This is an optimization exercise on Yosys and OpenROAD, whose aim is a short achievable clock period and few clock cycles, not a production implementation. Where RTL was checked, it was by simulation tests only, not by an equivalence proof against the original. Only the layout flow was run in runs 5 and 6; the RTL was not checked for function there. Power and IR drop assume default switching activity.

===== design/flow/design.v =====
module flz_decomp (
    input  wire        clk,
    input  wire        rst,         
    input  wire        start,
    input  wire        abort,
    input  wire [15:0] in_off,
    input  wire [15:0] in_len,
    output wire [15:0] in_addr,
    input  wire [7:0]  in_rdata,
    output wire        out_we,
    output wire [14:0] out_waddr,
    output wire [7:0]  out_wdata,
    output wire [14:0] out_raddr,
    input  wire [7:0]  out_rdata,
    output wire [1:0]  st,
    output reg  [1:0]  err,
    output reg  [2:0]  cause,
    output reg  [15:0] op
);
    localparam [1:0] ST_IDLE = 2'd0, ST_RUN = 2'd1, ST_DONE = 2'd2, ST_FAULT = 2'd3;
    localparam [1:0] E_NONE = 2'd0, E_UNSUPPORTED = 2'd1, E_CORRUPT = 2'd2;
    localparam [2:0] C_NONE = 3'd0, C_LEVEL = 3'd1, C_TRUNC_HDR = 3'd2, C_TRUNC_LIT = 3'd3,
                     C_TRUNC_MATCH = 3'd4, C_UNDERFLOW = 3'd5, C_OVERFLOW_LIT = 3'd6,
                     C_OVERFLOW_MATCH = 3'd7;
    localparam [2:0] T_CTRL = 3'd0, T_EXT = 3'd1, T_LO = 3'd2, T_LIT = 3'd3, T_STOP = 3'd4;
    localparam [1:0] K_LIT = 2'd0, K_MATCH = 2'd1, K_FIN = 2'd2;
    localparam [1:0] X_IDLE = 2'd0, X_LIT = 2'd1, X_COPY = 2'd2, X_FIN = 2'd3;
    localparam [1:0] D_LIT = 2'd0, D_MEM = 2'd1, D_H1 = 2'd2, D_H2 = 2'd3;
    reg  [1:0]  st_r;
    assign st = st_r;
    wire running = (st_r == ST_RUN);
    wire go      = start && !running;       
    reg  [15:0] ip;           
    reg  [15:0] fleft;        
    reg         fnz;          
    reg  [3:0]  c_occ;        
    reg  [4:0]  l_occ;        
    reg         c_le5, c_le6, c_le7;     
    reg         l_le13, l_le14, l_le15;  
    reg         f1_v;         
    reg  [5:0]  f1_tag;       
    reg  [7:0]  iq;
    reg         iq_v;
    reg  [5:0]  iq_tag;
    reg  [7:0]  lq [0:15];
    reg  [4:0]  lq_w, lq_r;   
    reg  [1:0]  cq_type [0:7];
    reg  [8:0]  cq_cnt  [0:7];     
    reg         cq_one  [0:7];
    reg  [14:0] cq_rp   [0:7];
    reg  [1:0]  cq_dsel [0:7];
    reg  [3:0]  cq_w, cq_r;
    reg  [2:0]  t_st;
    reg         t_first;
    reg         t_end;        
    reg  [4:0]  t_cnt;        
    reg  [4:0]  t_hi;
    reg  [8:0]  t_n;
    reg         k_v;
    reg  [1:0]  k_type;
    reg  [8:0]  k_n;
    reg  [8:0]  k_add;        
    reg         k_one;
    reg  [12:0] k_ofs;
    reg  [1:0]  k_err;
    reg  [2:0]  k_cause;
    reg         c1_v;
    reg  [1:0]  c1_type;
    reg  [8:0]  c1_n;
    reg         c1_one;
    reg  [14:0] c1_src;
    reg  [1:0]  c1_dsel;
    reg  [1:0]  c1_err;
    reg  [2:0]  c1_cause;
    reg         c1_uf;
    reg         c_stop;
    reg  [15:0] op_p;         
    reg  [1:0]  x_mode;
    reg  [8:0]  x_cnt;
    reg         x_last;       
    reg  [14:0] x_rp;
    reg  [1:0]  x_dsel;
    reg  [1:0]  x_err;
    reg  [2:0]  x_cause;
    reg         d_v;
    reg  [1:0]  d_sel;
    reg  [7:0]  d_lit;
    reg         w_v;
    reg  [7:0]  w_data;
    reg  [7:0]  h1;           
    reg  [7:0]  h2;           
    assign in_addr   = ip;
    assign out_raddr = x_rp;
    assign out_we    = w_v;
    assign out_waddr = op[14:0];
    assign out_wdata = w_data;
    wire        fetch   = running && fnz &&
                          ((iq_v && f1_v)  ? (c_le5 && l_le13) :
                           (iq_v || f1_v)  ? (c_le6 && l_le14) : (c_le7 && l_le15));
    wire [3:0]  cq_occ  = (cq_w - cq_r) + {3'd0, c1_v} + {3'd0, k_v} + {3'd0, iq_v} + {3'd0, f1_v};
    wire [4:0]  lq_occ  = (lq_w - lq_r) + {4'd0, iq_v} + {4'd0, f1_v};
    wire [5:0]  f_tag   = (fleft[15:6] != 10'd0) ? 6'd63 : (fleft[5:0] - 6'd1);
    wire [2:0]  c_len   = iq[7:5];
    wire        tr_lit  = (iq_tag <= {1'b0, iq[4:0]});
    wire        tr_sm   = (iq_tag == 6'd0);
    wire        tr_lm   = (iq_tag[5:1] == 5'd0);
    wire        t_lit   = running && iq_v && (t_st == T_LIT);
    wire        t_fin   = running && (t_st == T_CTRL) && t_end && c_le7;
    wire        uflow   = ({3'd0, k_ofs} >= op_p);
    wire        c2_ovf  = op_p[15] && (op_p[14:0] != 15'd0);
    wire [14:0] k_src   = op_p[14:0] + {2'b11, ~k_ofs};
    wire        c_push  = running && c1_v && !c_stop;
    wire        lq_ne   = (lq_w != lq_r);
    wire        cq_ne   = (cq_w != cq_r);
    wire        x_lpop  = (x_mode == X_LIT) && lq_ne;
    wire        x_free  = (x_mode == X_IDLE) || (x_last && ((x_mode == X_COPY) || x_lpop));
    wire        x_load  = running && x_free && cq_ne;
    wire [7:0]  d_byte  = (d_sel == D_LIT) ? d_lit :
                          (d_sel == D_MEM) ? out_rdata :
                          (d_sel == D_H1)  ? h1 : h2;
    integer i;
    always @(posedge clk) begin
        f1_v   <= fetch;
        f1_tag <= f_tag;
        iq     <= in_rdata;
        iq_v   <= f1_v;
        iq_tag <= f1_tag;
        ip     <= ip + {15'd0, fetch};
        c_occ  <= cq_occ;
        l_occ  <= lq_occ;
        c_le5  <= (c_occ <= 4'd5);
        c_le6  <= (c_occ <= 4'd6);
        c_le7  <= (c_occ <= 4'd7);
        l_le13 <= (l_occ <= 5'd13);
        l_le14 <= (l_occ <= 5'd14);
        l_le15 <= (l_occ <= 5'd15);
        if (fetch) begin
            fleft <= fleft - 16'd1;
            fnz   <= (fleft != 16'd1);
        end
        if (t_lit) begin
            lq[lq_w[3:0]] <= iq;
            lq_w     <= lq_w + 5'd1;
        end
        lq_r <= lq_r + {4'd0, x_lpop};
        k_v   <= 1'b0;
        k_add <= 9'd0;
        if (running) begin
            case (t_st)
                T_CTRL: begin
                    if (t_fin) begin
                        k_v     <= 1'b1;
                        k_type  <= K_FIN;
                        k_err   <= t_first ? E_CORRUPT : E_NONE;
                        k_cause <= t_first ? C_TRUNC_HDR : C_NONE;
                        t_st    <= T_STOP;
                    end else if (iq_v) begin
                        t_first <= 1'b0;
                        t_hi    <= iq[4:0];
                        k_n     <= {4'd0, iq[4:0]} + 9'd1;
                        k_one   <= (iq[4:0] == 5'd0);
                        t_cnt   <= iq[4:0];
                        t_n     <= {6'd0, c_len} + 9'd2;
                        k_err   <= E_CORRUPT;
                        k_type  <= K_FIN;
                        if (t_first && c_len != 3'd0) begin
                            k_v     <= 1'b1;
                            k_err   <= E_UNSUPPORTED;
                            k_cause <= C_LEVEL;
                            t_st    <= T_STOP;
                        end else if (c_len == 3'd0) begin
                            k_v     <= 1'b1;
                            k_cause <= C_TRUNC_LIT;
                            if (tr_lit) t_st <= T_STOP;
                            else begin
                                k_type <= K_LIT;
                                k_add  <= {4'd0, iq[4:0]} + 9'd1;
                                t_st   <= T_LIT;
                            end
                        end else begin
                            k_cause <= C_TRUNC_MATCH;
                            if ((c_len == 3'd7) ? tr_lm : tr_sm) begin
                                k_v  <= 1'b1;
                                t_st <= T_STOP;
                            end else
                                t_st <= (c_len == 3'd7) ? T_EXT : T_LO;
                        end
                    end
                end
                T_EXT: if (iq_v) begin
                    t_n  <= {1'b0, iq} + 9'd9;
                    t_st <= T_LO;
                end
                T_LO: if (iq_v) begin
                    k_v    <= 1'b1;
                    k_type <= K_MATCH;
                    k_n    <= t_n;
                    k_add  <= t_n;
                    k_one  <= 1'b0;
                    k_ofs  <= {t_hi, iq};
                    t_st   <= T_CTRL;
                end
                T_LIT: if (iq_v) begin
                    t_cnt <= t_cnt - 5'd1;
                    if (t_cnt == 5'd0) t_st <= T_CTRL;
                end
                default: ;
            endcase
            if (iq_v && iq_tag == 6'd0) t_end <= 1'b1;
        end
        c1_v     <= running && k_v;
        c1_type  <= k_type;
        c1_n     <= k_n;
        c1_one   <= k_one;
        c1_src   <= k_src;
        c1_dsel  <= (k_ofs == 13'd0) ? D_H1 : (k_ofs == 13'd1) ? D_H2 : D_MEM;
        c1_err   <= k_err;
        c1_cause <= k_cause;
        c1_uf    <= uflow;
        op_p     <= op_p + {7'd0, k_add};
        if (c_push) begin
            cq_cnt[cq_w[2:0]]   <= c1_n;
            cq_one[cq_w[2:0]]   <= c1_one;
            cq_rp[cq_w[2:0]]    <= c1_src;
            cq_dsel[cq_w[2:0]]  <= c1_dsel;
            cq_type[cq_w[2:0]]  <= c1_type;
            if (c1_type == K_FIN) cq_cnt[cq_w[2:0]] <= {4'd0, c1_err, c1_cause};
            if (c1_type == K_FIN) c_stop <= 1'b1;
            if (c1_type == K_LIT && c2_ovf) begin
                cq_type[cq_w[2:0]]  <= K_FIN;
                cq_cnt[cq_w[2:0]]   <= {4'd0, E_CORRUPT, C_OVERFLOW_LIT};
                c_stop         <= 1'b1;
            end
            if (c1_type == K_MATCH && (c1_uf || c2_ovf)) begin
                cq_type[cq_w[2:0]]  <= K_FIN;
                cq_cnt[cq_w[2:0]]   <= {4'd0, E_CORRUPT, c1_uf ? C_UNDERFLOW : C_OVERFLOW_MATCH};
                c_stop         <= 1'b1;
            end
            cq_w <= cq_w + 4'd1;
        end
        cq_r <= cq_r + {3'd0, x_load};
        w_v    <= d_v;
        w_data <= d_byte;
        if (d_v) begin
            h1 <= d_byte;
            h2 <= h1;
        end
        op <= op + {15'd0, w_v};
        d_v  <= 1'b0;
        x_rp <= x_rp + {14'd0, x_mode == X_COPY};
        case (x_mode)
            X_COPY: begin
                d_v    <= 1'b1;
                d_sel  <= x_dsel;
                x_cnt  <= x_cnt - 9'd1;
                x_last <= (x_cnt == 9'd2);
                if (x_last) x_mode <= X_IDLE;
            end
            X_LIT: begin
                if (lq_ne) begin
                    d_v    <= 1'b1;
                    d_sel  <= D_LIT;
                    d_lit  <= lq[lq_r[3:0]];
                    x_cnt  <= x_cnt - 9'd1;
                    x_last <= (x_cnt == 9'd2);
                    if (x_last) x_mode <= X_IDLE;
                end
            end
            X_FIN: begin
                if (!d_v) begin
                    st_r   <= (x_err == E_NONE) ? ST_DONE : ST_FAULT;
                    err    <= x_err;
                    cause  <= x_cause;
                    x_mode <= X_IDLE;
                end
            end
            default: ;
        endcase
        if (x_load) begin
            x_mode  <= (cq_type[cq_r[2:0]] == K_LIT) ? X_LIT : (cq_type[cq_r[2:0]] == K_MATCH) ? X_COPY : X_FIN;
            x_cnt   <= cq_cnt[cq_r[2:0]];
            x_last  <= cq_one[cq_r[2:0]];
            x_rp    <= cq_rp[cq_r[2:0]];
            x_dsel  <= cq_dsel[cq_r[2:0]];
            x_err   <= cq_cnt[cq_r[2:0]][4:3];
            x_cause <= cq_cnt[cq_r[2:0]][2:0];
        end
        if (rst || abort || go) begin
            f1_v   <= 1'b0;
            iq_v   <= 1'b0;
            k_v    <= 1'b0;
            k_add  <= 9'd0;
            lq_w   <= 5'd0;
            lq_r   <= 5'd0;
            cq_w   <= 4'd0;
            cq_r   <= 4'd0;
            x_mode <= X_IDLE;
            d_v    <= 1'b0;
            w_v    <= 1'b0;
            t_st   <= T_STOP;
            c_stop <= 1'b1;
            c1_v   <= 1'b0;
            fnz    <= 1'b0;
            c_occ  <= 4'd0;
            l_occ  <= 5'd0;
            c_le5  <= 1'b0;
            c_le6  <= 1'b0;
            c_le7  <= 1'b0;
            l_le13 <= 1'b0;
            l_le14 <= 1'b0;
            l_le15 <= 1'b0;
        end
        if (rst || abort) begin
            st_r  <= ST_IDLE;
            err   <= E_NONE;
            cause <= C_NONE;
            if (rst) op <= 16'd0;
        end else if (go) begin
            st_r    <= ST_RUN;
            err     <= E_NONE;
            cause   <= C_NONE;
            op      <= 16'd0;
            ip      <= in_off;
            fleft   <= in_len;
            fnz     <= (in_len != 16'd0);
            c_le5   <= 1'b1;
            c_le6   <= 1'b1;
            c_le7   <= 1'b1;
            l_le13  <= 1'b1;
            l_le14  <= 1'b1;
            l_le15  <= 1'b1;
            t_st    <= T_CTRL;
            t_first <= 1'b1;
            t_end   <= (in_len == 16'd0);
            c_stop  <= 1'b0;
            op_p    <= 16'd0;
        end
    end
endmodule

===== design/flow/run.sh =====
#!/bin/bash
# synth_recipe.tcl (not shown) runs the flow's synth.tcl, then flattens the netlist and writes it again
# the make line also repeats each setting of config.mk as NAME=value (left out here)
make -C /OpenROAD-flow-scripts/flow DESIGN_CONFIG=/design/flow/config.mk WORK_HOME=/design/flow/orfs CLKGATE_MAP_FILE= SYNTH_SCRIPT=/design/flow/synth_recipe.tcl finish

===== design/flow/config.mk =====
export PLATFORM = sky130hd
export DESIGN_NAME = flz_decomp
export DESIGN_NICKNAME = flz_decomp
export VERILOG_FILES = /design/flow/design.v
export SDC_FILE = /design/flow/constraint.sdc
export NUM_CORES = 4
export LEC_CHECK = 0
export CAP_MARGIN = 20
export CORE_MARGIN = 2
export CORE_UTILIZATION = 60
export SETUP_SLACK_MARGIN = 4
export SLEW_MARGIN = 20

===== design/flow/constraint.sdc =====
create_clock -name core_clock -period 6.0 [get_ports {clk}]
set_input_delay 1.2000 -clock core_clock [delete_from_list [all_inputs] [get_ports {clk}]]
set_output_delay 1.2000 -clock core_clock [all_outputs]
set_load 0.01 [all_outputs]

==> metrics.md, run 1 <==
| Metric | Value |
|---|---|
| Global route overflow | 0 |
| Synth Instances | 1917 |
| Net count, final | 2381 |
| Vias per cell | 5.88 |
| Routed Wire Length | 65500 microns |
| RSZ-0062 raised after global routing | yes |
| Initial antenna violation count | 1 |
| WL met2 | 33400 microns |
| DR top layer | met4 |
| Root buffer cell | clkbuf_16 |
| Critical path data required time | 4.80 ns |
| Endpoint class of the critical path | output port |
| Post-Route M1 WL | 26700 microns |
| # fillers | 2594 |
| WP depth | 1 |
| Core Region | 0.0443 sq mm |
| Crit path buffers/inverters | 1 |
| Final hold viol count | 0 |
| Fmax | 0.436 GHz |
| Synthesized area per cell | 14.1 sq um |
| Clk buf depth | 3 |
| Clock slew at reported path FFs | 0.06 ns |
| Total power draw | 9.34 mW |
| Leakage power | 12.1 nW |
| N_diodes | 0 |
| Setup TNS | 0 ns |
| Slew margin rel. | 49.0% |
| Pin count of the biggest net entering global routing | 51 |
| Number of global-route vias before repair | 17000 |
| Antenna-violating nets left | 0 |
| Final max-slew violation count | 0 |
| Cell area power density | 269 mW/mm^2 |
| Vias | 17000 |
| Synth area leaders | edfxtp_1 50%, dfxtp_1 15%, mux4_2 8.5% |
| Die Y | 216 microns |
| Max-cap violation count | 0 |
| Wirelength per Cell | 22.7 microns |
| Tmin final | 2.29 ns |
| Synth area leader | edfxtp_1 |
| Synth-to-layout area growth | 28.7% |
| CTS tree | built |
| Clk sinks | 658 |
| Primary FF master, synth | edfxtp_1 |
| Io pins | 130 |
| Initial cell density of the core | 60.9% |
| CP Max Fanout | 4 |
| Synth Register Bits | 658 |
| Post-Syn Area | 0.0270 sq mm |
| Die X | 216 microns |
| R2r worst-path depth | 7 |
| Final clock skew | 0.0154 ns |
| I/O Buffers | 129 |
| Cell Rows | 77 |
| Seq/Total Area, Yosys | 65.6% |
| Worst Hold Class | flip-flop to flip-flop |
| Layout cells sized above 1 | 34.5% |
| DRC viols | 0 |
| Die area | 0.0467 sq mm |
| DRT Pass-1 Iters | 5 |
| Post-synth top cells | 452 x edfxtp_1, 206 x dfxtp_1, 170 x nand2_1 |
| Final HPWL DP | 36600 microns |
| Startpoint Class | flip-flop |
| Post-synth EDFFs | 452 |
| Status | no timing/DRC/antenna violations |
| CP peak stage delay | 0.38 ns |
| Worst hold slack | 0.328 ns |
| First-pass GRT wire length | 98200 microns |
| Slew @ Worst Pin | 0.765 ns |
| Maximum vdd drop | 0.221 mV |
| Count leader, synth | edfxtp_1 |
| Synthesized Nets | 2057 |
| Total CTS buffers | 67 |
| Post-synth ARST share | 0% |
| First DRT Iteration DRCs | 1467 |
| Area share of the largest cell type after synthesis | 50.3% |
| # setup viols final | 0 |
| Gpl congestion | 0.825 |
| Crit-path cells | buf_6 |
| Crit path max-delay family | flip-flops |
| Total GRT Usage | 27.7% |
| Critical path class | flip-flop to output port |
| Arr. time, crit path | 1.09 ns |
| Clock Latency Late Sink | 0.60 ns |
| Final core occ | 78.3% |
| Hold depth | 0 |
| Post-synth cell types | 62 |
| Count of hold buffers inserted by post-cts repair | 0 |
| Post-route clock period utilization | 38.2% |
| Cell area after layout | 0.0347 sq mm |
| Yosys warnings | 1 |
| H-tree depth reported by CTS | 3 |
| Dpl cell area | 0.0291 sq mm |
| Crit-path slowest cell | dfxtp_4 |
| Metal3 WL | 3810 microns |
[state kept, by name (all words and copies together) (netlist names), 13 cells and up]
| signal | cells |
|---|---|
| ip | 16 |
| op_p | 16 |
| c1_src | 15 |
| fleft | 16 |
| k_ofs | 13 |
| op | 16 |
| cq_type | 16 |
| lq | 128 |
| x_rp | 15 |
| cq_cnt | 72 |
| cq_dsel | 16 |
| cq_rp | 120 |
[cell families after synthesis]
group           synth area share [%]
flops                           65.6
fa+ha+maj                       4.28
simple gates                    9.54
mux                             9.62
compound gates                  4.76
buf+inv                         2.48
xor+xnor                        3.70
[placed cells by master, fill, tap and decap left out, types with 22 or more instances in the layout]
cell             instances
buf_4                  148
nor2_1                 129
buf_12                  28
dfxtp_2                 49
buf_6                   89
inv_1                   58
nor3_1                  29
xor2_1                  44
clkdlybuf4s50_1         48
clkbuf_16               72
edfxtp_1               452
mux4_2                 102
dfxtp_1                112
nor2_4                  35
ha_1                    57
a21oi_1                 49
ha_4                    22
xnor2_1                 65
nand3_1                 39
nand2_1                156
dfxtp_4                 45
o21ai_0                 40
[report_power, final]
group | internal (mW) | total, mW | leakage [nW] | switching [mW]
clock network | 2.26 | 3.98 | 1.02 | 1.73
registers | 4.87 | 4.94 | 5.76 | 0.0700
logic | 0.224 | 0.422 | 5.30 | 0.198
total | 7.35 | 9.34 | 12.1 | 2.00
[per-layer routing]
layer,vias up,track usage (%)
met2,570,47.0
met3,128,4.06
li1,7744,-
met4,0,8.58
met1,8516,37.5
met5,-,0
[through the flow]
step                cells  setup slack (ns)
finish               2886              3.71
global route         2886              3.68
floorplan            1917              3.76
CTS                  2833              3.69
detailed placement   2561              2.83
global placement     2561              2.89
[layout make-up]
| class | instances | area (sq um) | share of cell area [%] |
|---|---|---|---|
| Multi-Input combinational cell | 1108 | 10000 | 28.9 |
| Tap cell | 592 | 741 | 2.13 |
| Clock inverter | 31 | 246 | 0.710 |
| Sequential cell | 658 | 17900 | 51.7 |
| Timing Repair inverter | 1 | 6.26 | 0.0180 |
| Clock buffer | 91 | 1840 | 5.30 |
| Inverter | 70 | 303 | 0.873 |
| Timing Repair Buffer | 335 | 3600 | 10.4 |
[repair_timing]
action	4_1_cts	5_1_grt
setup buffers	135	49
pin swaps	65	68
endpoints found under the setup margin	749	578
cloned	15	4
resized for setup	679	111
[worst paths after layout]
kind / start / endpoint / slack, ns
min reg2reg: f1_tag[2]$_SDFF_PP1_ / iq_tag[2]$_DFF_P_ / 0.33
max reg2reg: iq_v$_SDFF_PN0_ / c_occ[1]$_SDFF_PN0_ / 3.78
max: st_r[1]$_SDFFE_PN0P_ / st[1] / 3.71
min: f1_tag[2]$_SDFF_PP1_ / iq_tag[2]$_DFF_P_ / 0.33
Testbench counts, summed over its fixed seeds: cycles 296,929.
==> inputs of run 2 (changes only) <==
--- a/design/flow/config.mk
+++ b/design/flow/config.mk
@@ -8,5 +8,7 @@
 export CAP_MARGIN = 20
 export CORE_MARGIN = 2
 export CORE_UTILIZATION = 60
+export CTS_CLUSTER_DIAMETER = 60
+export CTS_CLUSTER_SIZE = 30
 export SETUP_SLACK_MARGIN = 4
 export SLEW_MARGIN = 20
==> metrics.md, run 2 <==
| Metric | Value |
|---|---|
| Status | no timing/DRC/antenna violations (unchanged) |
| Die area | 0.0467 sq mm (unchanged) |
| Wirelength per Cell | 22.8 microns (was 22.7 microns) |
| Reg2reg start | lq_r[0]$_SDFF_PN0_ (was iq_v$_SDFF_PN0_) |
| Synth-to-layout area growth | 26.9% (was 28.7%) |
| Max-cap violation count | 0 (unchanged) |
| Primary FF master, synth | edfxtp_1 (unchanged) |
| Clk sinks | 658 (unchanged) |
| Cell area power density | 253 mW/mm^2 (was 269 mW/mm^2) |
| Dpl ws | 2.83 ns (unchanged) |
| Synthesized area per cell | 14.1 sq um (unchanged) |
| Clk buf depth | 3 (unchanged) |
| N_diodes | 0 (unchanged) |
| I/O Buffers | 129 (unchanged) |
| Antenna-violating nets left | 0 (unchanged) |
| Most common cell after layout, fill and taps aside | edfxtp_1 (unchanged) |
| Io pins | 130 (unchanged) |
| Clock slew at reported path FFs | 0.09 ns (was 0.06 ns) |
| DRC viols | 0 (unchanged) |
| Post-synth cell types | 62 (unchanged) |
| Post-synth EDFFs | 452 (unchanged) |
| Slew @ Worst Pin | 0.806 ns (was 0.765 ns) |
| Post-Route M1 WL | 25900 microns (was 26700 microns) |
| Pin count of the biggest net entering global routing | 51 (unchanged) |
| Startpoint Class | flip-flop (unchanged) |
| First-pass GRT wire length | 96400 microns (was 98200 microns) |
| Worst Hold Class | flip-flop to flip-flop (unchanged) |
| Die Y | 216 microns (unchanged) |
| Yosys warnings | 1 (unchanged) |
| Setup TNS | 0 ns (unchanged) |
| Placed Instances | 2561 (unchanged) |
| Initial antenna violation count | 1 (unchanged) |
| Synthesized Nets | 2057 (unchanged) |
| Post-route clock period utilization | 38.4% (was 38.2%) |
| Layout cells sized above 1 | 34.7% (was 34.5%) |
| Root buffer cell | clkbuf_16 (unchanged) |
| Post-Syn Area | 0.0270 sq mm (unchanged) |
| Crit path buffers/inverters | 1 (unchanged) |
| Clock Latency Late Sink | 0.61 ns (was 0.60 ns) |
| CP Max Fanout | 4 (unchanged) |
| Crit path max-delay family | flip-flops (unchanged) |
| Critical path class | flip-flop to output port (unchanged) |
| Final core occ | 77.2% (was 78.3%) |
| Slew margin rel. | 46.2% (was 49.0%) |
| Count of hold buffers inserted by post-cts repair | 0 (unchanged) |
| Initial cell density of the core | 60.9% (unchanged) |
| Area share of the largest cell type after synthesis | 50.3% (unchanged) |
| Synth Register Bits | 658 (unchanged) |
| Arr. time, crit path | 1.10 ns (was 1.09 ns) |
| Worst hold slack | 0.311 ns (was 0.328 ns) |
| Total GRT Usage | 27.3% (was 27.7%) |
| Tmin final | 2.30 ns (was 2.29 ns) |
| Synth area leaders | edfxtp_1 50%, dfxtp_1 15%, mux4_2 8.5% (unchanged) |
| DR top layer | met4 (unchanged) |
| Post-synth ARST share | 0% (unchanged) |
| Critical path data required time | 4.80 ns (about the same) |
| Final clock skew | 0.0355 ns (was 0.0154 ns) |
| Crit-path cells | buf_6 (unchanged) |
| CP peak stage delay | 0.38 ns (about the same) |
| Dpl cell area | 0.0291 sq mm (unchanged) |
| Crit-path slowest cell | dfxtp_4 (unchanged) |
| WL met2 | 32700 microns (was 33400 microns) |
| Most frequent cells in the layout | 452 x edfxtp_1, 154 x nand2_1, 145 x buf_4, 128 x nor2_1, 112 x dfxtp_1 (was 452 x edfxtp_1, 156 x nand2_1, 148 x buf_4, 129 x nor2_1, 112 x dfxtp_1) |
| WP depth | 1 (unchanged) |
| Global route overflow | 0 (unchanged) |
| Worst r2r dst | l_occ[4]$_SDFF_PN0_ (was c_occ[1]$_SDFF_PN0_) |
| Cell area after layout | 0.0342 sq mm (was 0.0347 sq mm) |
| # setup viols final | 0 (unchanged) |
| Vias | 16800 (was 17000) |
| Final HPWL DP | 36600 microns (unchanged) |
| Metal3 WL | 4070 microns (was 3810 microns) |
| DRT Pass-1 Iters | 5 (unchanged) |
| Core Region | 0.0443 sq mm (unchanged) |
| Synth Instances | 1917 (unchanged) |
| Leakage power | 11.8 nW (was 12.1 nW) |
| Cell Rows | 77 (unchanged) |
| Routed Wire Length | 64700 microns (was 65500 microns) |
| Post-synth top cells | 452 x edfxtp_1, 206 x dfxtp_1, 170 x nand2_1 (unchanged) |
| Seq/Total Area, Yosys | 65.6% (unchanged) |
| Total power draw | 8.66 mW (was 9.34 mW) |
| Die X | 216 microns (unchanged) |
| Net count, final | 2355 (was 2381) |
| Fmax | 0.434 GHz (was 0.436 GHz) |
| Total CTS buffers | 42 (was 67) |
| Synth area leader | edfxtp_1 (unchanged) |
| Number of global-route vias before repair | 16600 (was 17000) |
| Flop2flop setup slack | 3.73 ns (was 3.78 ns) |
| Finished Layout Cells | 2840 (was 2886) |
| RSZ-0062 raised after global routing | yes (unchanged) |
| Endpoint class of the critical path | output port (unchanged) |
| Final hold viol count | 0 (unchanged) |
| Maximum vdd drop | 0.233 mV (was 0.221 mV) |
| CTS tree | built (unchanged) |
| Setup crit end | st[1] (unchanged) |
| H-tree depth reported by CTS | 2 (was 3) |
| Count leader, synth | edfxtp_1 (unchanged) |
| Vias per cell | 5.91 (was 5.88) |
| R2r worst-path depth | 9 (was 7) |
| Final max-slew violation count | 0 (unchanged) |
| Gpl congestion | 0.825 (unchanged) |
| Largest register FFs | 128 (unchanged) |
| First DRT Iteration DRCs | 1504 (was 1467) |
| Setup ws final | 3.70 ns (was 3.71 ns) |
| Critical Path Source | st_r[1]$_SDFFE_PN0P_ (unchanged) |
-- run 2: cell type report --
cell class	count	area, sq um
Multi-Input combinational cell	1108	10100
Fill cell	2617	10100
Sequential cell	658	17900
Clock inverter	32	454
Clock buffer	45	1080
Tap cell	592	741
Timing Repair Buffer	334	3590
Inverter	70	303
Timing Repair inverter	1	6.26
-- run 2: worst min-delay path by stage --
stage	end	start	cells after the start	slack [ns]
after CTS	c1_n[6]$_DFF_P_	k_n[6]$_SDFFCE_PN0P_	0	0.31
after global routing	c1_n[2]$_DFF_P_	k_n[2]$_DFFE_PP_	0	0.32
after detailed placement	iq_tag[1]$_DFF_P_	f1_tag[1]$_SDFF_PP1_	0	0.31
final	c1_n[6]$_DFF_P_	k_n[6]$_SDFFCE_PN0P_	0	0.31
after floorplan	iq_tag[0]$_DFF_P_	f1_tag[0]$_SDFF_PP1_	0	0.31
after global placement	iq_tag[0]$_DFF_P_	f1_tag[0]$_SDFF_PP1_	0	0.31
-- run 2: kinds of logic after synthesis --
| group | synth area share, % |
|---|---|
| buffers and inverters | 2.48 |
| flip-flops | 65.6 |
| XOR/XNOR | 3.70 |
| AO/OA/AOI/OAI | 4.76 |
| AND/OR/NAND/NOR | 9.54 |
| multiplexers | 9.62 |
| adder cells (fa/ha/maj) | 4.28 |
-- run 2: worst register-to-register path, cell delays in order, from the launching register on --
cell and delay, ns:
dfxtp_4 0.36, buf_12 0.13, ha_4 0.25, inv_2 0.03
fa_2 0.38, fa_2 0.42, a21o_1 0.21, a21oi_2 0.17
xnor2_1 0.15, nor2_1 0.06
-- run 2: per-layer routing --
metal | vias up | global-route usage, %
li1 | 7671 | -
met1 | 8429 | 36.4
met4 | 0 | 9.68
met3 | 125 | 4.95
met2 | 562 | 45.5
met5 | - | 0
-- run 2: repair_timing --
item,4_1_cts,5_1_grt
resized for setup,683,128
gates cloned,17,3
pin swaps,61,60
endpoints found under the hold margin,0,0
buffers inserted,129,53
setup endpoints to repair,752,476
-- run 2: power by group --
group | total, mW | internal [mW] | leakage [nW] | switching, mW
clock | 3.29 | 1.60 | 0.744 | 1.70
combinational | 0.441 | 0.234 | 5.31 | 0.207
sequential | 4.93 | 4.86 | 5.76 | 0.0709
total | 8.66 | 6.69 | 11.8 | 1.97
==> inputs of run 3 (changes only) <==
--- a/design/flow/config.mk
+++ b/design/flow/config.mk
@@ -8,7 +8,7 @@
 export CAP_MARGIN = 20
 export CORE_MARGIN = 2
 export CORE_UTILIZATION = 60
-export CTS_CLUSTER_DIAMETER = 60
-export CTS_CLUSTER_SIZE = 30
+export CTS_CLUSTER_DIAMETER = 45
+export CTS_CLUSTER_SIZE = 50
 export SETUP_SLACK_MARGIN = 4
 export SLEW_MARGIN = 20
==> metrics.md, run 3 <==
| Metric | Value |
|---|---|
| Endpoint class of the critical path | output port (unchanged) |
| Die area | 0.0467 sq mm (unchanged) |
| Critical path class | flip-flop to output port (unchanged) |
| Post-synth EDFFs | 452 (unchanged) |
| Maximum vdd drop | 0.301 mV (was 0.233 mV) |
| Comb power frac | 4.7% (was 5.1%) |
| Crit path max-delay family | flip-flops (unchanged) |
| Final core occ | 79.4% (was 77.2%) |
| Die X | 216 microns (unchanged) |
| Synth Area in Compound Gates | 4.76% (unchanged) |
| Initial antenna violation count | 2 (was 1) |
| Sequential cell area | 0.0179 sq mm (unchanged) |
| Final hold viol count | 0 (unchanged) |
| Core Region | 0.0443 sq mm (unchanged) |
| Proportion of synthesized area in mux cells | 9.62% (unchanged) |
| Post-synth cell types | 62 (unchanged) |
| Clk buf depth | 3 (unchanged) |
| Final max-slew violation count | 0 (unchanged) |
| Wirelength per Cell | 23.2 microns (was 22.8 microns) |
| Synth area leader | edfxtp_1 (unchanged) |
| Post-Synth XOR/XNOR Area | 3.70% (unchanged) |
| Synthesized Nets | 2057 (unchanged) |
| Final HPWL DP | 36600 microns (unchanged) |
| Synthesized area per cell | 14.1 sq um (unchanged) |
| Main combinational cell family by area after synthesis | multiplexers (unchanged) |
| First-pass GRT wire length | 98200 microns (was 96400 microns) |
| Area share of the largest cell type after synthesis | 50.3% (unchanged) |
| Tmin final | 2.33 ns (was 2.30 ns) |
| Critical Path Source | st_r[0]$_SDFFE_PN0P_ (was st_r[1]$_SDFFE_PN0P_) |
| Clock slew at reported path FFs | 0.07 ns (was 0.09 ns) |
| Dpl cell area | 0.0291 sq mm (unchanged) |
| Net count, final | 2384 (was 2355) |
| Crit-path cells | buf_6 (unchanged) |
| Vias | 17100 (was 16800) |
| CP peak stage delay | 0.38 ns (about the same) |
| Startpoint Class | flip-flop (unchanged) |
| Post-synth top cells | 452 x edfxtp_1, 206 x dfxtp_1, 170 x nand2_1 (unchanged) |
| Multi-input gate area | 0.0103 sq mm (was 0.0101 sq mm) |
| Crit path buffers/inverters | 1 (unchanged) |
| Clock Latency Late Sink | 0.64 ns (was 0.61 ns) |
| Worst Hold Class | flip-flop to flip-flop (unchanged) |
| Synth-to-layout area growth | 30.5% (was 26.9%) |
| Yosys warnings | 1 (unchanged) |
| Net Sw Power | 2.20 mW (was 1.97 mW) |
| DRT Pass-1 Iters | 5 (unchanged) |
| Slew margin rel. | 44.6% (was 46.2%) |
| Dpl ws | 2.83 ns (unchanged) |
| Most frequent cells in the layout | 452 x edfxtp_1, 151 x nand2_1, 140 x buf_4, 114 x dfxtp_1, 113 x nor2_1 (was 452 x edfxtp_1, 154 x nand2_1, 145 x buf_4, 128 x nor2_1, 112 x dfxtp_1) |
| Number of global-route vias before repair | 16800 (was 16600) |
| # fillers | 2433 (was 2617) |
| Max-cap violation count | 0 (unchanged) |
| Critical path data required time | 4.80 ns (about the same) |
| Slew @ Worst Pin | 0.830 ns (was 0.806 ns) |
| Crit-path slowest cell | dfxtp_4 (unchanged) |
| Pin count of the biggest net entering global routing | 51 (unchanged) |
| Root buffer cell | clkbuf_16 (unchanged) |
| Fmax | 0.429 GHz (was 0.434 GHz) |
| Post-route clock period utilization | 38.8% (was 38.4%) |
| Primary FF master, synth | edfxtp_1 (unchanged) |
| Sequential Power Share | 52.0% (was 56.9%) |
| I/O Buffers | 129 (unchanged) |
| CTS tree | built (unchanged) |
| Switch share | 23.2% (was 22.8%) |
| N_diodes | 0 (unchanged) |
| Min-Delay Startpoint | f1_tag[3]$_SDFF_PP1_ (was k_n[6]$_SDFFCE_PN0P_) |
| Synth Register Bits | 658 (unchanged) |
| Seq/Total Area, Yosys | 65.6% (unchanged) |
| Reg2reg start | lq_r[0]$_SDFF_PN0_ (unchanged) |
| Count of hold buffers inserted by post-cts repair | 0 (unchanged) |
| Gpl congestion | 0.825 (unchanged) |
| Post-Syn Area | 0.0270 sq mm (unchanged) |
| Clk network pwr share | 43.2% (was 38.0%) |
| Simple logic cell fraction of the synthesized area | 9.54% (unchanged) |
| Count leader, synth | edfxtp_1 (unchanged) |
| First DRT Iteration DRCs | 1352 (was 1504) |
| RSZ-0062 raised after global routing | yes (unchanged) |
| Status | no timing/DRC/antenna violations (unchanged) |
| Internal | 7.28 mW (was 6.69 mW) |
| Initial cell density of the core | 60.9% (unchanged) |
| Cell area power density | 269 mW/mm^2 (was 253 mW/mm^2) |
| Die Y | 216 microns (unchanged) |
| DRC viols | 0 (unchanged) |
| Largest register FFs | 128 (unchanged) |
| H-tree depth reported by CTS | 2 (unchanged) |
| Total GRT Usage | 27.7% (was 27.3%) |
| Layout cells sized above 1 | 37.0% (was 34.7%) |
| Final clock skew | 0.0253 ns (was 0.0355 ns) |
| Post-synth ARST share | 0% (unchanged) |
| Synth area leaders | edfxtp_1 50%, dfxtp_1 15%, mux4_2 8.5% (unchanged) |
| Clk sinks | 658 (unchanged) |
| Total CTS buffers | 61 (was 42) |
| Most common cell after layout, fill and taps aside | edfxtp_1 (unchanged) |
| Leakage power | 12.3 nW (was 11.8 nW) |
| Routed Wire Length | 67100 microns (was 64700 microns) |
| Setup TNS | 0 ns (unchanged) |
| Synth Instances | 1917 (unchanged) |
| Worst hold slack | 0.325 ns (was 0.311 ns) |
| Cell area after layout | 0.0352 sq mm (was 0.0342 sq mm) |
| Antenna-violating nets left | 0 (unchanged) |
| Global route overflow | 0 (unchanged) |
| Cell Rows | 77 (unchanged) |
| Adder-Cell Fraction of Synth Area | 4.28% (unchanged) |
| Io pins | 130 (unchanged) |
| Setup ws final | 3.67 ns (was 3.70 ns) |
| Vias per cell | 5.91 (about the same) |
| Arr. time, crit path | 1.13 ns (was 1.10 ns) |
| # setup viols final | 0 (unchanged) |
| CP Max Fanout | 4 (unchanged) |
[run 3: cell families (layout without fill, tap and decap cells)]
logic type      count (synthesis)  after routing
flops                         658            658
simple gates                  552            559
compound gates                216            216
buf+inv                       158            531
mux                           131            131
xor+xnor                      114            114
fa+ha+maj                      88             88
[run 3: per-layer routing]
metal / global-route usage [%] / share of wire [%] / routed length (microns) / vias to the layer above
li1: - / - / - / 7763
met1: 37.3 / 39 / 26400 / 8583
met2: 47.9 / 52 / 34600 / 614
met3: 4.24 / 6.5 / 4360 / 121
met4: 6.62 / 2.6 / 1760 / 2
met5: 0 / 0.019 / 13 / -
[run 3: final timing paths]
| path | endpoint | slack (ns) | cells past startpoint |
|---|---|---|---|
| hold reg to reg | iq_tag[3]$_DFF_P_ | 0.33 | 0 |
| setup / recovery | st[0] | 3.67 | 1 |
| hold / removal | iq_tag[3]$_DFF_P_ | 0.33 | 0 |
| setup reg to reg | l_occ[4]$_SDFF_PN0_ | 3.68 | 9 |
[run 3: power by group through the flow]
stage	Combinational, mW	Sequential (mW)	Clock [mW]
finish	0.448	4.93	4.10
CTS	0.396	4.93	4.13
global placement	0.286	5.05	0
floorplan	0.150	5.05	0
global route	0.481	4.94	4.31
detailed placement	0.291	5.05	0
[run 3: area by class of cell]
class,count,share of cell area [%]
inverters,70,0.839
clock buffers,70,4.70
repair buffers,344,10.6
well taps,592,2.10
multi-input cells,1108,29.3
flip-flops and latches,658,50.9
repair inverters,1,0.0178
clock inverters,46,1.54
[run 3: metrics by stage]
stage / cells / total power, mW
global route: 2889 / 9.73
finish: 2889 / 9.48
floorplan: 1917 / 5.20
global placement: 2561 / 5.34
CTS: 2826 / 9.46
detailed placement: 2561 / 5.35
[run 3: what timing repair did]
item	4_1_cts	5_1_grt
gates resized for setup	680	191
endpoints found under the hold margin	0	0
cloned	14	7
setup buffers	135	56
setup endpoints to repair	750	563
pin swaps	64	101
==> inputs of run 4 (changes only) <==
--- a/design/flow/config.mk
+++ b/design/flow/config.mk
@@ -7,8 +7,6 @@
 export LEC_CHECK = 0
 export CAP_MARGIN = 20
 export CORE_MARGIN = 2
-export CORE_UTILIZATION = 60
-export CTS_CLUSTER_DIAMETER = 45
-export CTS_CLUSTER_SIZE = 50
+export CORE_UTILIZATION = 40
 export SETUP_SLACK_MARGIN = 4
 export SLEW_MARGIN = 20
==> metrics.md, run 4 <==
| Metric | Value |
|---|---|
| Synth-to-layout area growth | 31.5% (was 30.5%) |
| Setup crit end | out_raddr[1] (was st[0]) |
| Vias per cell | 5.25 (was 5.91) |
| Vias | 16700 (was 17100) |
| Flop2flop setup slack | 3.77 ns (was 3.68 ns) |
| Maximum vdd drop | 0.168 mV (was 0.301 mV) |
| Synthesized Nets | 2057 (unchanged) |
| Clk sinks | 658 (unchanged) |
| Simple logic cell fraction of the synthesized area | 9.54% (unchanged) |
| Post-route clock period utilization | 38.1% (was 38.8%) |
| Largest register FFs | 128 (unchanged) |
| RSZ-0062 raised after global routing | yes (unchanged) |
| H-tree depth reported by CTS | 3 (was 2) |
| Clock Latency Late Sink | 0.61 ns (was 0.64 ns) |
| Final HPWL DP | 37400 microns (was 36600 microns) |
| Cell area after layout | 0.0355 sq mm (was 0.0352 sq mm) |
| Initial cell density of the core | 40.3% (was 60.9%) |
| Endpoint class of the critical path | output port (unchanged) |
| Critical path data required time | 4.80 ns (about the same) |
| Cell Rows | 95 (was 77) |
| Final core occ | 53.0% (was 79.4%) |
| WP depth | 1 (unchanged) |
| Synth area leader | edfxtp_1 (unchanged) |
| R2r worst-path depth | 8 (was 9) |
| Routed Wire Length | 65500 microns (was 67100 microns) |
| Proportion of synthesized area in mux cells | 9.62% (unchanged) |
| Status | no timing/DRC/antenna violations (unchanged) |
| Arr. time, crit path | 1.09 ns (was 1.13 ns) |
| Leakage power | 12.2 nW (was 12.3 nW) |
| Primary FF master, synth | edfxtp_1 (unchanged) |
| Gpl congestion | 0.803 (was 0.825) |
| Crit-path cells | buf_6 (unchanged) |
| Initial antenna violation count | 3 (was 2) |
| Wirelength per Cell | 20.7 microns (was 23.2 microns) |
| Synthesized area per cell | 14.1 sq um (unchanged) |
| Total power draw | 9.72 mW (was 9.48 mW) |
| Die X | 264 microns (was 216 microns) |
| CP Max Fanout | 3 (was 4) |
| Cell area power density | 274 mW/mm^2 (was 269 mW/mm^2) |
| Io pins | 130 (unchanged) |
| Slew margin rel. | 45.1% (was 44.6%) |
| Startpoint Class | flip-flop (unchanged) |
| Core Region | 0.0669 sq mm (was 0.0443 sq mm) |
| Area share of the largest cell type after synthesis | 50.3% (unchanged) |
| Root buffer cell | clkbuf_16 (unchanged) |
| Post-synth ARST share | 0% (unchanged) |
| Main combinational cell family by area after synthesis | multiplexers (unchanged) |
| Most common cell after layout, fill and taps aside | edfxtp_1 (unchanged) |
| Tmin final | 2.29 ns (was 2.33 ns) |
| Setup TNS | 0 ns (unchanged) |
| Synth area leaders | edfxtp_1 50%, dfxtp_1 15%, mux4_2 8.5% (unchanged) |
| Reg2reg start | iq_v$_SDFF_PN0_ (was lq_r[0]$_SDFF_PN0_) |
| Worst hold slack | 0.324 ns (was 0.325 ns) |
| Clk buf depth | 3 (unchanged) |
| Worst r2r dst | c_occ[2]$_SDFF_PN0_ (was l_occ[4]$_SDFF_PN0_) |
| Max-cap violation count | 0 (unchanged) |
| Global route overflow | 0 (unchanged) |
| Net count, final | 2387 (was 2384) |
| Layout cells sized above 1 | 34.9% (was 37.0%) |
| Slew @ Worst Pin | 0.822 ns (was 0.830 ns) |
| N_diodes | 0 (unchanged) |
| Synth Area in Compound Gates | 4.76% (unchanged) |
| Antenna-violating nets left | 0 (unchanged) |
| DRT Pass-1 Iters | 5 (unchanged) |
| Dpl cell area | 0.0295 sq mm (was 0.0291 sq mm) |
| Crit path buffers/inverters | 1 (unchanged) |
| Crit path max-delay family | flip-flops (unchanged) |
| Fmax | 0.437 GHz (was 0.429 GHz) |
| # fillers | 5383 (was 2433) |
| Synth Register Bits | 658 (unchanged) |
| Final max-slew violation count | 0 (unchanged) |
| I/O Buffers | 129 (unchanged) |
| Adder-Cell Fraction of Synth Area | 4.28% (unchanged) |
| Count leader, synth | edfxtp_1 (unchanged) |
| Number of global-route vias before repair | 16700 (was 16800) |
| Seq/Total Area, Yosys | 65.6% (unchanged) |
| Post-synth top cells | 452 x edfxtp_1, 206 x dfxtp_1, 170 x nand2_1 (unchanged) |
| Total GRT Usage | 18.4% (was 27.7%) |
| First DRT Iteration DRCs | 1167 (was 1352) |
| Pin count of the biggest net entering global routing | 51 (unchanged) |
| DRC viols | 0 (unchanged) |
| Post-Syn Area | 0.0270 sq mm (unchanged) |
| Total CTS buffers | 69 (was 61) |
| Most frequent cells in the layout | 452 x edfxtp_1, 154 x nand2_1, 133 x buf_4, 127 x nor2_1, 116 x dfxtp_1 (was 452 x edfxtp_1, 151 x nand2_1, 140 x buf_4, 114 x dfxtp_1, 113 x nor2_1) |
| Yosys warnings | 1 (unchanged) |
| Critical path class | flip-flop to output port (unchanged) |
| First-pass GRT wire length | 98600 microns (was 98200 microns) |
| Post-Synth XOR/XNOR Area | 3.70% (unchanged) |
| Critical Path Source | x_rp[1]$_DFF_P_ (was st_r[0]$_SDFFE_PN0P_) |
| CTS tree | built (unchanged) |
| Crit-path slowest cell | dfxtp_4 (unchanged) |
| Post-synth EDFFs | 452 (unchanged) |
| Post-synth cell types | 62 (unchanged) |
| Synth Instances | 1917 (unchanged) |
| Die area | 0.0695 sq mm (was 0.0467 sq mm) |
| Final hold viol count | 0 (unchanged) |
| Die Y | 264 microns (was 216 microns) |
| Final clock skew | 0.0280 ns (was 0.0253 ns) |
| CP peak stage delay | 0.36 ns (was 0.38 ns) |
| Clock slew at reported path FFs | 0.06 ns (was 0.07 ns) |
| # setup viols final | 0 (unchanged) |
| Worst Hold Class | flip-flop to flip-flop (unchanged) |
==> run 4: cell families (layout without fill, tap and decap cells) <==
family	Yosys count	after routing
flip-flops	658	658
AND/OR/NAND/NOR	552	559
AO/OA/AOI/OAI	216	216
buffers and inverters	158	535
multiplexers	131	131
XOR/XNOR	114	114
adder cells (fa/ha/maj)	88	88
==> run 4: metal layers <==
| layer | up-vias | routed length [microns] | GRT usage [%] |
|---|---|---|---|
| li1 | 7759 | - | - |
| met1 | 8365 | 28300 | 24.7 |
| met2 | 438 | 32600 | 31.0 |
| met3 | 86 | 3200 | 2.69 |
| met4 | 6 | 1380 | 5.45 |
| met5 | - | 38 | 0 |
==> run 4: cell type report <==
| cell class | instances | area [sq um] | area share (%) |
|---|---|---|---|
| Sequential cell | 658 | 17900 | 50.6 |
| Multi-Input combinational cell | 1108 | 10100 | 28.4 |
| Inverter | 70 | 297 | 0.836 |
| Clock buffer | 93 | 1930 | 5.44 |
| Timing Repair inverter | 1 | 6.26 | 0.0176 |
| Clock inverter | 32 | 383 | 1.08 |
| Tap cell | 873 | 1090 | 3.08 |
| Timing Repair Buffer | 339 | 3770 | 10.6 |
==> run 4: power breakdown <==
| part | switching (mW) | internal [mW] | leakage, nW |
|---|---|---|---|
| Sequential | 0.0688 | 4.87 | 5.76 |
| Clock | 1.76 | 2.58 | 1.13 |
| Combinational | 0.207 | 0.235 | 5.34 |
==> run 4: how the worst min path moves through the flow <==
stage                                      to                      from  cells after the start  slack [ns]
after floorplan             iq_tag[0]$_DFF_P_      f1_tag[0]$_SDFF_PP1_                      0        0.31
after global placement      iq_tag[0]$_DFF_P_      f1_tag[0]$_SDFF_PP1_                      0        0.31
after detailed placement    iq_tag[0]$_DFF_P_      f1_tag[0]$_SDFF_PP1_                      0        0.31
after CTS                 c1_cause[2]$_DFF_P_  k_cause[2]$_SDFFCE_PP0P_                      0        0.32
after global routing      c1_cause[2]$_DFF_P_  k_cause[2]$_SDFFCE_PP0P_                      0        0.32
final                     c1_cause[2]$_DFF_P_  k_cause[2]$_SDFFCE_PP0P_                      0        0.32
==> run 4: stage by stage <==
stage | cells | worst slack (ns)
floorplan | 1917 | 3.76
global placement | 2846 | 2.78
detailed placement | 2847 | 2.73
CTS | 3109 | 3.67
global route | 3174 | 3.68
finish | 3174 | 3.71
==> run 4: timing repair <==
action | in CTS | in global routing
hold buffers | 0 | 0
setup endpoints to repair | 734 | 576
gates cloned | 14 | 7
buffers inserted | 123 | 58
pin swaps | 51 | 71
gates resized for setup | 680 | 131
==> inputs of run 5 (changes only) <==
--- a/design/flow/design.v
+++ b/design/flow/design.v
@@ -33,8 +33,9 @@
     reg  [15:0] ip;           
     reg  [15:0] fleft;        
     reg         fnz;          
-    reg  [3:0]  c_occ;        
-    reg  [4:0]  l_occ;        
+    reg  [3:0]  c_d;          
+    reg  [4:0]  l_d;          
+    reg  [3:0]  v_d;          
     reg         c_le5, c_le6, c_le7;     
     reg         l_le13, l_le14, l_le15;  
     reg         f1_v;         
@@ -68,11 +69,12 @@
     reg  [1:0]  c1_type;
     reg  [8:0]  c1_n;
     reg         c1_one;
-    reg  [14:0] c1_src;
+    reg  [8:0]  c1_src_lo;    
+    reg  [6:0]  c1_src_hi;    
     reg  [1:0]  c1_dsel;
     reg  [1:0]  c1_err;
     reg  [2:0]  c1_cause;
-    reg         c1_uf;
+    reg         c1_hi_gt, c1_hi_eq, c1_lo_ge;    
     reg         c_stop;
     reg  [15:0] op_p;         
     reg  [1:0]  x_mode;
@@ -97,8 +99,8 @@
     wire        fetch   = running && fnz &&
                           ((iq_v && f1_v)  ? (c_le5 && l_le13) :
                            (iq_v || f1_v)  ? (c_le6 && l_le14) : (c_le7 && l_le15));
-    wire [3:0]  cq_occ  = (cq_w - cq_r) + {3'd0, c1_v} + {3'd0, k_v} + {3'd0, iq_v} + {3'd0, f1_v};
-    wire [4:0]  lq_occ  = (lq_w - lq_r) + {4'd0, iq_v} + {4'd0, f1_v};
+    wire [3:0]  cq_occ  = c_d + {3'd0, v_d[3]} + {3'd0, v_d[2]} + {3'd0, v_d[1]} + {3'd0, v_d[0]};
+    wire [4:0]  lq_occ  = l_d + {4'd0, v_d[1]} + {4'd0, v_d[0]};
     wire [5:0]  f_tag   = (fleft[15:6] != 10'd0) ? 6'd63 : (fleft[5:0] - 6'd1);
     wire [2:0]  c_len   = iq[7:5];
     wire        tr_lit  = (iq_tag <= {1'b0, iq[4:0]});
@@ -106,9 +108,9 @@
     wire        tr_lm   = (iq_tag[5:1] == 5'd0);
     wire        t_lit   = running && iq_v && (t_st == T_LIT);
     wire        t_fin   = running && (t_st == T_CTRL) && t_end && c_le7;
-    wire        uflow   = ({3'd0, k_ofs} >= op_p);
+    wire        c1_uf   = c1_hi_gt || (c1_hi_eq && c1_lo_ge);
     wire        c2_ovf  = op_p[15] && (op_p[14:0] != 15'd0);
-    wire [14:0] k_src   = op_p[14:0] + {2'b11, ~k_ofs};
+    wire [14:0] c1_src  = {c1_src_hi + {6'd0, c1_src_lo[8]}, c1_src_lo[7:0]};
     wire        c_push  = running && c1_v && !c_stop;
     wire        lq_ne   = (lq_w != lq_r);
     wire        cq_ne   = (cq_w != cq_r);
@@ -126,14 +128,15 @@
         iq_v   <= f1_v;
         iq_tag <= f1_tag;
         ip     <= ip + {15'd0, fetch};
-        c_occ  <= cq_occ;
-        l_occ  <= lq_occ;
-        c_le5  <= (c_occ <= 4'd5);
-        c_le6  <= (c_occ <= 4'd6);
-        c_le7  <= (c_occ <= 4'd7);
-        l_le13 <= (l_occ <= 5'd13);
-        l_le14 <= (l_occ <= 5'd14);
-        l_le15 <= (l_occ <= 5'd15);
+        c_d    <= cq_w - cq_r;
+        l_d    <= lq_w - lq_r;
+        v_d    <= {c1_v, k_v, iq_v, f1_v};
+        c_le5  <= (cq_occ <= 4'd5);
+        c_le6  <= (cq_occ <= 4'd6);
+        c_le7  <= (cq_occ <= 4'd7);
+        l_le13 <= (lq_occ <= 5'd13);
+        l_le14 <= (lq_occ <= 5'd14);
+        l_le15 <= (lq_occ <= 5'd15);
         if (fetch) begin
             fleft <= fleft - 16'd1;
             fnz   <= (fleft != 16'd1);
@@ -212,11 +215,14 @@
         c1_type  <= k_type;
         c1_n     <= k_n;
         c1_one   <= k_one;
-        c1_src   <= k_src;
+        c1_src_lo <= {1'b0, op_p[7:0]} + {1'b0, ~k_ofs[7:0]};
+        c1_src_hi <= op_p[14:8] + {2'b11, ~k_ofs[12:8]};
         c1_dsel  <= (k_ofs == 13'd0) ? D_H1 : (k_ofs == 13'd1) ? D_H2 : D_MEM;
         c1_err   <= k_err;
         c1_cause <= k_cause;
-        c1_uf    <= uflow;
+        c1_hi_gt <= ({3'd0, k_ofs[12:8]} >  op_p[15:8]);
+        c1_hi_eq <= ({3'd0, k_ofs[12:8]} == op_p[15:8]);
+        c1_lo_ge <= (k_ofs[7:0] >= op_p[7:0]);
         op_p     <= op_p + {7'd0, k_add};
         if (c_push) begin
             cq_cnt[cq_w[2:0]]   <= c1_n;
@@ -301,8 +307,9 @@
             c_stop <= 1'b1;
             c1_v   <= 1'b0;
             fnz    <= 1'b0;
-            c_occ  <= 4'd0;
-            l_occ  <= 5'd0;
+            c_d    <= 4'd0;
+            l_d    <= 5'd0;
+            v_d    <= 4'd0;
             c_le5  <= 1'b0;
             c_le6  <= 1'b0;
             c_le7  <= 1'b0;
==> metrics.md, run 5 <==
| Metric | Value |
|---|---|
| Status | no timing/DRC/antenna violations (unchanged) |
| First DRT Iteration DRCs | 1093 (was 1167) |
| Slew @ Worst Pin | 0.968 ns (was 0.822 ns) |
| Startpoint Class | flip-flop (unchanged) |
| Endpoint class of the critical path | flip-flop (was output port) |
| Post-synth ARST share | 0% (unchanged) |
| Routed Wire Length | 67500 microns (was 65500 microns) |
| Yosys warnings | 1 (unchanged) |
| Root buffer cell | clkbuf_16 (unchanged) |
| Final core occ | 53.5% (was 53.0%) |
| Wirelength per Cell | 21.1 microns (was 20.7 microns) |
| Net count, final | 2403 (was 2387) |
| First-pass GRT wire length | 101000 microns (was 98600 microns) |
| Die area | 0.0698 sq mm (was 0.0695 sq mm) |
| Area share of the largest cell type after synthesis | 50.2% (was 50.3%) |
| Core Region | 0.0670 sq mm (was 0.0669 sq mm) |
| Fmax | 0.427 GHz (was 0.437 GHz) |
| Dpl cell area | 0.0294 sq mm (was 0.0295 sq mm) |
| Slew margin rel. | 35.3% (was 45.1%) |
| Setup TNS | 0 ns (unchanged) |
| Largest register FFs | 128 (unchanged) |
| Critical path class | flip-flop to flip-flop (was flip-flop to output port) |
| Primary FF master, synth | edfxtp_1 (unchanged) |
| Final max-slew violation count | 0 (unchanged) |
| Tmin final | 2.34 ns (was 2.29 ns) |
| Clock slew at reported path FFs | 0.06 ns (about the same) |
| Io pins | 130 (unchanged) |
| Final clock skew | 0.0295 ns (was 0.0280 ns) |
| Critical path data required time | 6.35 ns (was 4.80 ns) |
| Cell area after layout | 0.0359 sq mm (was 0.0355 sq mm) |
| Seq/Total Area, Yosys | 65.8% (was 65.6%) |
| Synth-to-layout area growth | 32.6% (was 31.5%) |
| DR top layer | met4 (was met5) |
| Die Y | 264 microns (about the same) |
| Vias per cell | 5.25 (about the same) |
| Synth area leader | edfxtp_1 (unchanged) |
| Die X | 264 microns (about the same) |
| Layout cells sized above 1 | 35.4% (was 34.9%) |
| Max-cap violation count | 0 (unchanged) |
| Post-Route M1 WL | 27700 microns (was 28300 microns) |
| Metal3 WL | 2770 microns (was 3200 microns) |
| DRT Pass-1 Iters | 6 (was 5) |
| Count leader, synth | edfxtp_1 (unchanged) |
| Most common cell after layout, fill and taps aside | edfxtp_1 (unchanged) |
| I/O Buffers | 129 (unchanged) |
| Number of global-route vias before repair | 17200 (was 16700) |
| WL met2 | 35200 microns (was 32600 microns) |
| Synth area leaders | edfxtp_1 50%, dfxtp_1 16%, mux4_2 8.5% (was edfxtp_1 50%, dfxtp_1 15%, mux4_2 8.5%) |
| Cell area power density | 281 mW/mm^2 (was 274 mW/mm^2) |
| Total CTS buffers | 73 (was 69) |
| Synth Instances | 1919 (was 1917) |
| Pin count of the biggest net entering global routing | 63 (was 51) |
| Final hold viol count | 0 (unchanged) |
| Crit path top cell by count | buf_6 |
| Initial cell density of the core | 40.4% (was 40.3%) |
| Synthesized area per cell | 14.1 sq um (about the same) |
| Crit-path cells | inv_4 > ha_4 > nand4_1 > buf_4 > buf_6 > buf_6 > buf_6 > buf_6 > buf_6 > nor2_4 > a21oi_4 > or2_4 (was buf_6) |
| Crit-path slowest cell | dfxtp_4 (unchanged) |
| # setup viols final | 0 (unchanged) |
| Post-synth EDFFs | 452 (unchanged) |
| Initial antenna violation count | 2 (was 3) |
| Antenna-violating nets left | 0 (unchanged) |
| CTS tree | built (unchanged) |
| Total GRT Usage | 19.1% (was 18.4%) |
| Post-route clock period utilization | 39.0% (was 38.1%) |
| Clk buf depth | 3 (unchanged) |
| CP Max Fanout | 5 (was 3) |
| Leakage power | 12.6 nW (was 12.2 nW) |
| Global route overflow | 0 (unchanged) |
| Gpl congestion | 0.792 (was 0.803) |
| # fillers | 5373 (was 5383) |
| Cell Rows | 95 (unchanged) |
| Clock Latency Late Sink | 0.61 ns (about the same) |
| RSZ-0062 raised after global routing | yes (unchanged) |
| Post-synth cell types | 65 (was 62) |
| Most frequent cells in the layout | 452 x edfxtp_1, 173 x nand2_1, 140 x buf_4, 128 x dfxtp_1, 105 x nor2_1 (was 452 x edfxtp_1, 154 x nand2_1, 133 x buf_4, 127 x nor2_1, 116 x dfxtp_1) |
| Post-synth top cells | 452 x edfxtp_1, 212 x dfxtp_1, 191 x nand2_1 (was 452 x edfxtp_1, 206 x dfxtp_1, 170 x nand2_1) |
| CP peak stage delay | 0.36 ns (about the same) |
| DRC viols | 0 (unchanged) |
| Flop2flop setup slack | 3.66 ns (was 3.77 ns) |
| Maximum vdd drop | 0.302 mV (was 0.168 mV) |
| Worst Hold Class | flip-flop to flip-flop (unchanged) |
| Final HPWL DP | 38100 microns (was 37400 microns) |
| Vias | 16800 (was 16700) |
| Arr. time, crit path | 2.69 ns (was 1.09 ns) |
| H-tree depth reported by CTS | 3 (unchanged) |
| Synthesized Nets | 2058 (was 2057) |
| Clk sinks | 664 (was 658) |
| Post-Syn Area | 0.0271 sq mm (was 0.0270 sq mm) |
| Synth Register Bits | 664 (was 658) |
run 5: what timing repair did:
action                     4_1_cts  5_1_grt
gates resized for setup        721      122
pin swaps                       81       52
setup endpoints to repair      732      444
hold buffers                     0        0
buffers inserted               152       44
gates cloned                    19        1
run 5: worst paths after layout:
kind / from / to / cells past startpoint
setup / recovery: lq_w[0]$_SDFFE_PN0P_ / x_cnt[2]$_DFFE_PP_ / 12
hold reg to reg: k_n[8]$_SDFFCE_PN0P_ / c1_n[8]$_DFF_P_ / 0
hold / removal: k_n[8]$_SDFFCE_PN0P_ / c1_n[8]$_DFF_P_ / 0
setup reg to reg: lq_w[0]$_SDFFE_PN0P_ / x_cnt[2]$_DFFE_PP_ / 12
run 5: kinds of logic (layout without fill, tap and decap cells):
logic type | Yosys count | after routing | share of synthesized area [%]
buf+inv | 162 | 554 | 2.51
simple gates | 566 | 575 | 9.82
compound gates | 194 | 196 | 4.27
mux | 125 | 125 | 9.38
flops | 664 | 664 | 65.8
fa+ha+maj | 87 | 87 | 4.27
xor+xnor | 121 | 121 | 3.92
other cells | 0 | 1 | 0
run 5: worst max-delay path: cells and delay by family (launching register included):
family | cells | cell delay (ns)
adder cells (fa/ha/maj) | 1 | 0.25
flip-flops | 1 | 0.36
AO/OA/AOI/OAI | 1 | 0.11
AND/OR/NAND/NOR | 3 | 0.62
buffers and inverters | 7 | 0.73
run 5: report_power, final:
part	switching, mW	internal [mW]	total (mW)
combinational	0.205	0.236	0.441
clock	1.81	2.85	4.67
sequential	0.0681	4.91	4.98
total	2.09	8.00	10.1
run 5: final cells by class:
type	count	area (sq um)	share of cell area, %
Clock inverter	26	365	1.02
Multi-Input combinational cell	1104	10100	28.2
Inverter	72	288	0.802
Clock buffer	107	2160	6.02
Sequential cell	664	18000	50.3
Antenna cell	1	2.50	0.00698
Tap cell	873	1090	3.04
Timing Repair Buffer	349	3820	10.6
run 5: routing by layer:
metal  track usage [%]  vias up
li1                  -     7767
met1              23.7     8531
met2              33.8      375
met3              3.21      118
met4              6.07        0
met5                 0        -
run 5: per-stage QoR:
step           power [mW]  worst slack (ns)  hold WS (ns)  cells
6_report             10.1              3.66         0.319   3196
5_1_grt              10.4              3.57         0.333   3195
4_1_cts              10.1              3.68         0.323   3150
3_5_place_dp         5.40              2.19         0.317   2846
3_3_place_gp         5.39              2.31         0.317   2846
2_1_floorplan        5.25              3.38         0.310   1919
==> inputs of run 6 (changes only) <==
--- a/design/flow/design.v
+++ b/design/flow/design.v
@@ -112,8 +112,8 @@
     wire        c2_ovf  = op_p[15] && (op_p[14:0] != 15'd0);
     wire [14:0] c1_src  = {c1_src_hi + {6'd0, c1_src_lo[8]}, c1_src_lo[7:0]};
     wire        c_push  = running && c1_v && !c_stop;
-    wire        lq_ne   = (lq_w != lq_r);
-    wire        cq_ne   = (cq_w != cq_r);
+    reg         lq_ne;        
+    reg         cq_ne;        
     wire        x_lpop  = (x_mode == X_LIT) && lq_ne;
     wire        x_free  = (x_mode == X_IDLE) || (x_last && ((x_mode == X_COPY) || x_lpop));
     wire        x_load  = running && x_free && cq_ne;
@@ -146,6 +146,8 @@
             lq_w     <= lq_w + 5'd1;
         end
         lq_r <= lq_r + {4'd0, x_lpop};
+        lq_ne <= ((lq_w + {4'd0, t_lit}) != (lq_r + {4'd0, x_lpop}));
+        cq_ne <= ((cq_w + {3'd0, c_push}) != (cq_r + {3'd0, x_load}));
         k_v   <= 1'b0;
         k_add <= 9'd0;
         if (running) begin
@@ -297,6 +299,8 @@
             k_v    <= 1'b0;
             k_add  <= 9'd0;
             lq_w   <= 5'd0;
+            lq_ne  <= 1'b0;
+            cq_ne  <= 1'b0;
             lq_r   <= 5'd0;
             cq_w   <= 4'd0;
             cq_r   <= 4'd0;
==> metrics.md, run 6 <==
| Metric | Value |
|---|---|
| Status | no timing/DRC/antenna violations (unchanged) |
| Synth area leader | edfxtp_1 (unchanged) |
| Worst Hold Class | flip-flop to flip-flop (unchanged) |
| Post-Syn Area | 0.0275 sq mm (was 0.0271 sq mm) |
| Wirelength per Cell | 20.9 microns (was 21.1 microns) |
| I/O Buffers | 129 (unchanged) |
| Synth Area in Compound Gates | 5.08% (was 4.27%) |
| Pin count of the biggest net entering global routing | 50 (was 63) |
| Die Y | 266 microns (was 264 microns) |
| Post-synth cell types | 70 (was 65) |
| Proportion of synthesized area in mux cells | 9.26% (was 9.38%) |
| First DRT Iteration DRCs | 1105 (was 1093) |
| DRT Pass-1 Iters | 5 (was 6) |
| Maximum vdd drop | 0.204 mV (was 0.302 mV) |
| Synth area leaders | edfxtp_1 49%, dfxtp_1 16%, mux4_2 8.7% (was edfxtp_1 50%, dfxtp_1 16%, mux4_2 8.5%) |
| Flop2flop setup slack | 3.76 ns (was 3.66 ns) |
| Final HPWL DP | 39100 microns (was 38100 microns) |
| # setup viols final | 0 (unchanged) |
| M2 GR Usage | 33.2% (was 33.8%) |
| Adder-Cell Fraction of Synth Area | 4.39% (was 4.27%) |
| Count of hold buffers inserted by post-cts repair | 0 (unchanged) |
| Max-cap violation count | 0 (unchanged) |
| Synthesized area per cell | 14.0 sq um (was 14.1 sq um) |
| Most frequent cells in the layout | 452 x edfxtp_1, 179 x nand2_1, 154 x buf_4, 127 x dfxtp_1, 112 x nor2_1 (was 452 x edfxtp_1, 173 x nand2_1, 140 x buf_4, 128 x dfxtp_1, 105 x nor2_1) |
| Startpoint Class | flip-flop (unchanged) |
| Slew margin rel. | 47.6% (was 35.3%) |
| Final hold viol count | 0 (unchanged) |
| CP peak stage delay | 0.38 ns (was 0.36 ns) |
| Tmin final | 2.29 ns (was 2.34 ns) |
| Initial antenna violation count | 0 (was 2) |
| Crit path buffers/inverters | 1 (was 7) |
| Most common cell after layout, fill and taps aside | edfxtp_1 (unchanged) |
| Crit-path slowest cell | dfxtp_4 (unchanged) |
| Critical path class | flip-flop to output port (was flip-flop to flip-flop) |
| Die X | 266 microns (was 264 microns) |
| Number of global-route vias before repair | 17500 (was 17200) |
| Io pins | 130 (unchanged) |
| Layout cells sized above 1 | 33.4% (was 35.4%) |
| Setup TNS | 0 ns (unchanged) |
| Leakage power | 12.8 nW (was 12.6 nW) |
| Primary FF master, synth | edfxtp_1 (unchanged) |
| Vias | 17200 (was 16800) |
| Routed Wire Length | 67700 microns (was 67500 microns) |
| Fmax | 0.437 GHz (was 0.427 GHz) |
| Post-route clock period utilization | 38.2% (was 39.0%) |
| Area share of the largest cell type after synthesis | 49.4% (was 50.2%) |
| RSZ-0062 raised after global routing | yes (unchanged) |
| Initial cell density of the core | 40.2% (was 40.4%) |
| Global route overflow | 0 (unchanged) |
[run 6: timing repair]
| item | 4_1_cts | 5_1_grt |
|---|---|---|
| gates resized for setup | 639 | 135 |
| endpoints found under the setup margin | 757 | 591 |
| buffers inserted | 141 | 58 |
| cloned | 16 | 7 |
| pin swaps | 51 | 65 |
[run 6: through the flow]
step	total power [mW]	instances	worst slack (ns)	area (sq um)	util, %
6_report	9.62	3241	3.71	35800	52.3
5_1_grt	9.93	3241	3.62	35800	52.3
4_1_cts	9.68	3176	3.67	34600	50.6
3_5_place_dp	5.37	2893	2.60	29900	43.7
3_3_place_gp	5.36	2891	2.60	29900	43.7
2_1_floorplan	5.22	1963	3.67	27900	-
[run 6: worst paths after layout]
check / start / cells past startpoint / to
hold / removal: f1_tag[4]$_SDFF_PP1_ / 0 / iq_tag[4]$_DFF_P_
setup reg to reg: x_mode[1]$_SDFFE_PN0P_ / 11 / cq_ne$_SDFF_PN0_
hold reg to reg: f1_tag[4]$_SDFF_PP1_ / 0 / iq_tag[4]$_DFF_P_
setup / recovery: st_r[1]$_SDFFE_PN0P_ / 1 / st[1]
[run 6: metal layers]
layer,share of wire [%],vias up,wire (microns)
met5,0,-,0
met4,2.8,0,1870
met3,4.4,123,2990
met2,52,430,35000
met1,41,8690,27900
li1,-,7939,-
[run 6: where the power goes]
| part | switching, mW | internal, mW | leakage, nW |
|---|---|---|---|
| registers | 0.0685 | 4.92 | 5.89 |
| logic | 0.194 | 0.202 | 5.78 |
| clock network | 1.74 | 2.50 | 1.10 |
[run 6: cell type report]
type                            instances  area (sq um)
Fill cell                            5509         32600
Sequential cell                       666         18100
Multi-Input combinational cell       1139         10200
Timing Repair Buffer                  347          3750
Clock buffer                           96          1990
Tap cell                              882          1100
Inverter                               79           345
Clock inverter                         30           255
Timing Repair inverter                  2          22.5
[run 6: logic make-up after synthesis]
group / after synthesis
and+or+nand+nor: 567
buffers and inverters: 169
DFF: 666
muxes: 121
AOI/OAI and AO/OA: 226
xor gates and xnor gates: 123
adders and majority gates: 91

Setup slack of run 6, layout unchanged: 3.711 ns with ideal ports, 3.655 ns with driving cells assumed (clock clkbuf_16, inputs buf_2), 3.429 ns with port delays also shifted by the 0.643 ns mid clock arrival.
